Background: an optimization exercise with open tools, aiming at small area. Do not read the settings as production practice.
Function was checked by simulation only, so behaviour that the tests miss may differ from the original.
The clock port is modelled as an ideal driver; clocking choices that lean on that would not hold on a real chip.
Power is estimated from default activity; no workload was simulated.

Setup of wip/violet:
## pe_core
module pe_core (
    input  wire         clk,
    input  wire         rst,
    input  wire         start,
    input  wire [7:0]   len,
    output wire         busy,
    output wire         done,
    output wire [127:0] out_chars,
    output wire         in_req,
    output wire [7:0]   in_idx,
    input  wire [7:0]   in_data,
    input  wire         in_ack
);
    reg         busy_q, done_q;
    reg [3:0]   stage;
    reg [7:0]   j;
    reg [2:0]   bc;
    reg [7:0]   len_q;
    reg [15:0]  h;
    reg [127:0] r;
    reg         keep_q, cy_q;
    wire st_map  = stage[3] & stage[1];           
    wire st_hash = stage[0];
    wire st_mix  = ~stage[0] & ~st_map;
    wire rd      = busy_q & st_mix & (j < len_q);
    wire en      = busy_q & ~(rd & ~in_ack);
    wire r0      = r[0];
    wire clr     = (stage == 4'd0) & (j[7:4] == 4'd0);
    wire mix_bit = (r0 & ~clr) ^ (rd & in_data[bc]);
    wire crc     = st_hash & ~j[4];
    wire win     = st_hash & j[4] & (j[3:1] == ~j[7:5]);
    wire fb      = (h[0] ^ r0) & crc;
    wire h_in    = clr ? (~j[0] & ~bc[1] & ~bc[0]) : (h[0] ^ (crc & r0));
    wire keep_c  = r[6] & (r[4:0] != 5'd0) & (r[4:0] <= 5'd26);
    wire keep    = (bc == 3'd0) ? keep_c : keep_q;
    wire cin     = (bc == 3'd0) ? 1'b1 : cy_q;
    wire rep_bit = bc[2] ? ((bc[1:0] == 2'd0) ? cin : (bc[1:0] != 2'd3)) : (r[4] ^ cin);
    wire map_bit = keep ? (r0 & (bc != 3'd7)) : rep_bit;
    wire nb      = st_map ? map_bit : win ? h[8] : st_mix ? mix_bit : r0;
  ...
clock: 10.0 ns
lec_check: 0
cap_margin: 20
core_margin: 2
core_utilization: 40
slew_margin: 20
standard.sh (not shown) runs the stock make flow with config.mk's settings and CLKGATE_MAP_FILE= SYNTH_SCRIPT=/design/flow/synth_recipe.tcl, a recipe that flattens the netlist after the stock synthesis.
==> flow/flow/run.sh <==
#!/bin/bash
# Standard synthesis and layout; port buffers use the smallest buffer cell;
# clock tree without dummy loads and with larger sink clusters.
set -euo pipefail
export BUFFER_PORTS_ARGS="-buffer_cell sky130_fd_sc_hd__buf_1"
export CTS_ARGS="-sink_clustering_enable -repair_clock_nets -dont_use_dummy_load -sink_clustering_size 30 -sink_clustering_max_diameter 100"
bash standard.sh "BUFFER_PORTS_ARGS=$BUFFER_PORTS_ARGS" "CTS_ARGS=$CTS_ARGS" finish > standard_flow.log 2>&1
For wip/cedar, these inputs were changed with respect to wip/violet:
==> flow/flow/run.sh <==
#!/bin/bash
# Standard synthesis and layout (the standard.sh) with three changes:
# port buffers use the smallest buffer cell; the clock tree uses clkbuf_8
# without dummy loads; and after CTS, flow/post_cts.tcl shrinks leaf clock
# buffers as far as the clock-pin slew allows. The make output goes to
# standard_flow.log; each ORFS step keeps its own log under orfs/logs.
set -euo pipefail
export BUFFER_PORTS_ARGS="-buffer_cell sky130_fd_sc_hd__buf_1"
export CTS_ARGS="-sink_clustering_enable -repair_clock_nets -dont_use_dummy_load -buf_list sky130_fd_sc_hd__clkbuf_8"
export POST_CTS_TCL="$PWD/flow/post_cts.tcl"
bash standard.sh "BUFFER_PORTS_ARGS=$BUFFER_PORTS_ARGS" "CTS_ARGS=$CTS_ARGS" "POST_CTS_TCL=$POST_CTS_TCL" finish > standard_flow.log 2>&1
==> flow/flow/post_cts.tcl (new file) <==
# Runs at the end of ORFS's CTS step (POST_CTS_TCL): shrink each leaf clock buffer
# to the smallest clkbuf whose flip-flop clock pins still see a slew under the limit
# (estimated from placement), keeping the root buffer as CTS sized it.
proc clk_worst_slew {} {
  set ws 0
  foreach p [get_pins -hierarchical */CLK] {
    set s [get_property $p slew_max]
    if {$s > $ws} {set ws $s}
  }
  return $ws
}
set limit 0.110
set sizes {sky130_fd_sc_hd__clkbuf_1 sky130_fd_sc_hd__clkbuf_2 sky130_fd_sc_hd__clkbuf_4}
estimate_parasitics -placement
puts "post_cts: worst clock-pin slew before [clk_worst_slew]"
foreach inst [[ord::get_db_block] getInsts] {
  set name [$inst getName]
  set orig [[$inst getMaster] getName]
  if {![string match "clkbuf_*_clk" $name] || [string match "clkbuf_0_*" $name]} continue
  foreach sz $sizes {
    replace_cell [get_cells $name] [get_lib_cells */$sz]
    estimate_parasitics -placement
    if {[clk_worst_slew] <= $limit} { puts "post_cts: $name $orig -> $sz"; break }
    replace_cell [get_cells $name] [get_lib_cells */$orig]
    estimate_parasitics -placement
  }
}
estimate_parasitics -placement
puts "post_cts: worst clock-pin slew after [clk_worst_slew]"
report_worst_slack -min
report_worst_slack -max
Results
- Going from wip/violet to wip/cedar, highest clock frequency the design can meet held steady, routed wire length went down 0.69%, final cell utilization of the core -1.3 points.
- Re synthesized cell count: no difference whatsoever between wip/cedar and wip/violet.
- The first-pass GRT wire length of wip/cedar is lower than that of wip/violet.
- wip/cedar: flow completed, timing, DRC and antenna clean
- Of wip/cedar and wip/violet, wip/violet shows the higher via count, with wip/cedar below it.
- For the sequential portion of the cell area, wip/cedar came in 2.2 points higher than wip/violet did.
--- input diff wip/cedar..wip/raven ---
==> flow/flow/run.sh <==
#!/bin/bash
# Standard synthesis and layout; port buffers use the smallest buffer cell;
# clock tree without dummy loads and with larger sink clusters.
set -euo pipefail
export BUFFER_PORTS_ARGS="-buffer_cell sky130_fd_sc_hd__buf_1"
export CTS_ARGS="-sink_clustering_enable -repair_clock_nets -dont_use_dummy_load -buf_list sky130_fd_sc_hd__clkbuf_8 -sink_clustering_size 40 -sink_clustering_max_diameter 300 -sink_buffer_max_cap_derate 2.0"
bash standard.sh "BUFFER_PORTS_ARGS=$BUFFER_PORTS_ARGS" "CTS_ARGS=$CTS_ARGS" finish > standard_flow.log 2>&1
removed: flow/flow/post_cts.tcl
==> comparison <==
- The flow ended early for wip/raven: it failed with a tool error in 4_1_cts.
- wip/cedar: done, clean on timing, DRC and antenna
- Reported for wip/cedar and wip/raven, pre-CTS setup slack turned out identical to the last digit.
- Summary of wip/raven over wip/cedar: synthesized-area fraction occupied by adder cells level, synthesized area neither gained nor lost much, cell total after placement ~0 delta, basic-gate share of the synthesized area counting and, or, nand and nor cells closely matched the old numbers, XOR/XNOR share of the synthesized area held steady.
- Average cell area after synthesis: wip/cedar vs wip/raven identical
- Number of rows in the core area: wip/cedar vs wip/raven identical
- Synthesized cell count came out exactly the same in wip/cedar and wip/raven.
diff inputs: wip/raven => wip/umber
==> flow/flow/run.sh <==
#!/bin/bash
# Standard synthesis and layout; port buffers use the smallest buffer cell;
# clock tree without dummy loads and with larger sink clusters.
set -euo pipefail
export BUFFER_PORTS_ARGS="-buffer_cell sky130_fd_sc_hd__buf_1"
export CTS_ARGS="-sink_clustering_enable -repair_clock_nets -dont_use_dummy_load -sink_clustering_size 20 -sink_clustering_max_diameter 80 -buf_list sky130_fd_sc_hd__clkbuf_8"
bash standard.sh "BUFFER_PORTS_ARGS=$BUFFER_PORTS_ARGS" "CTS_ARGS=$CTS_ARGS" finish > standard_flow.log 2>&1
Notes after the runs:
- Having completed the whole flow, wip/umber delivered a layout that passed the timing, DRC and antenna checks.
- wip/umber -> wip/raven: number of instances in the placed design delta 0, exact match
- Taking wip/raven as the reference, in wip/umber starting utilization of the core area level; synthesized cell count level; per-instance average area after synthesis level.
Input changes introduced in wip/amber (baseline for comparison: wip/umber):
==> flow/flow/run.sh <==
#!/bin/bash
# Standard synthesis and layout; port buffers use the smallest buffer cell;
# clock tree without dummy loads and with larger sink clusters.
set -euo pipefail
export BUFFER_PORTS_ARGS="-buffer_cell sky130_fd_sc_hd__buf_1"
export CTS_ARGS="-sink_clustering_enable -repair_clock_nets -dont_use_dummy_load -buf_list sky130_fd_sc_hd__clkbuf_8 -sink_clustering_size 50 -sink_clustering_max_diameter 500 -sink_clustering_levels 1"
bash standard.sh "BUFFER_PORTS_ARGS=$BUFFER_PORTS_ARGS" "CTS_ARGS=$CTS_ARGS" finish > standard_flow.log 2>&1
Results
In summary, wip/amber completed successfully, with a layout that passed the timing, DRC and antenna checks. wip/amber against wip/umber: synthesized cell count about even, final-layout clock buffer total now sits at about the same level. Going from wip/umber to wip/amber, static leakage now sits at about the same level, die width now sits at about the same level, transition time at the pin with the least slew margin stayed essentially flat, first-iteration DRC count ~0 delta, number of primary I/O pins level.
Modified inputs, wip/indigo compared to wip/amber
==> flow/flow/run.sh <==
#!/bin/bash
# Standard synthesis and layout (the standard.sh) with two changes:
# port buffers use the smallest buffer cell, and the clock tree uses
# clkbuf_8 without dummy loads. The make output goes to standard_flow.log;
# each ORFS step keeps its own log under orfs/logs.
set -euo pipefail
export BUFFER_PORTS_ARGS="-buffer_cell sky130_fd_sc_hd__buf_1"
export CTS_ARGS="-sink_clustering_enable -repair_clock_nets -dont_use_dummy_load -buf_list sky130_fd_sc_hd__clkbuf_8"
bash standard.sh "BUFFER_PORTS_ARGS=$BUFFER_PORTS_ARGS" "CTS_ARGS=$CTS_ARGS" finish > standard_flow.log 2>&1
Notes after the runs:
- wip/indigo and wip/amber ended up with nearly the same routed length on met2.
- Summary of wip/indigo over wip/amber: number of buffers on the longest clock path neither gained nor lost much; number of top-level pins neither gained nor lost much; detailed placer's ending HPWL neither gained nor lost much; total count of max-transition violations in the final report neither gained nor lost much.


Setup of violet:
Another version of the RTL of pe_core (not shown whole).
For scale: about 460 cells after synthesis, roughly 170 flip-flops, ~0.0072 mm2 of cells after synthesis.
make LEC_CHECK=0 CAP_MARGIN=20 CORE_MARGIN=2 CORE_UTILIZATION=40 SLEW_MARGIN=20 finish   # period 10.0 ns
run.sh (not shown) runs the stock make flow with config.mk's settings and CLKGATE_MAP_FILE= SYNTH_SCRIPT=/design/flow/synth_recipe.tcl, a recipe that flattens the netlist after the stock synthesis.
Stock flow here: none of the scripts above is used.
violet: no failed stages, no open violations at the end
Modified inputs, juniper compared to violet
Settings: setting PLACE_DENSITY to 0.8 for the first time; changing CORE_UTILIZATION from 40 to 70.
[summary]
- Routed wire in juniper totals more than in violet.
- The headroom to the max-slew limit in juniper sits 5.7 points above the value recorded for violet.
- Per the comparison of juniper with violet, total power climbed about 4%, worst setup slack has decreased, timing-limited maximum frequency moved down.
- Slowest library cell on the worst path = sky130_fd_sc_hd__edfxtp_1: juniper; slowest library cell on the worst path = sky130_fd_sc_hd__clkdlybuf4s50_1: violet

## what the ideal ports hide
No port has a modelled driver above. Below, the same layouts with a new extraction and two added sets of constraints. Step 1 (the two cells are an assumption about what drives the block):
set clk [get_ports {clk}]
set_driving_cell -lib_cell sky130_fd_sc_hd__clkbuf_16 $clk
set_driving_cell -lib_cell sky130_fd_sc_hd__buf_2 [delete_from_list [all_inputs] $clk]
Step 2 moves the port delays by t, midway between the first and last clock arrival at a register: inputs arrive t later, outputs are due t later. That takes back most of the time a late clock gives input paths. a / b / c = no drivers / after step 1 / after step 2; a / b = the first two.
| run | t, ns | setup slack, ns | hold WS [ns] | worst register clock-pin slew, ns | worst data-port slew with drivers (ns) |
|---|---|---|---|---|---|
| wip/violet | 0.450 | 5.797 / 5.755 / 5.681 | 0.409 / 0.409 / 0.409 | 0.07 / 0.07 | 0.03 |
| wip/cedar | 0.456 | 5.796 / 5.759 / 5.664 | 0.413 / 0.413 / 0.413 | 0.10 / 0.10 | 0.03 |
| wip/umber | 0.462 | 5.772 / 5.735 / 5.669 | 0.411 / 0.411 / 0.411 | 0.09 / 0.09 | 0.03 |
| wip/amber | 0.462 | 5.772 / 5.735 / 5.669 | 0.411 / 0.411 / 0.411 | 0.09 / 0.09 | 0.03 |
| wip/indigo | 0.462 | 5.772 / 5.735 / 5.669 | 0.411 / 0.411 / 0.411 | 0.09 / 0.09 | 0.03 |
| violet | 0.461 | 5.474 / 5.433 / 5.361 | 0.418 / 0.418 / 0.418 | 0.07 / 0.07 | 0.04 |
| juniper | 0.572 | 5.345 / 5.310 / 5.707 | 0.419 / 0.419 / 0.419 | 0.07 / 0.07 | 0.05 |
After both steps every run listed still meets setup and hold. For wip/cedar, which loses most, drivers alone change the setup slack by -0.037 ns; drivers and shift together by -0.132 ns.
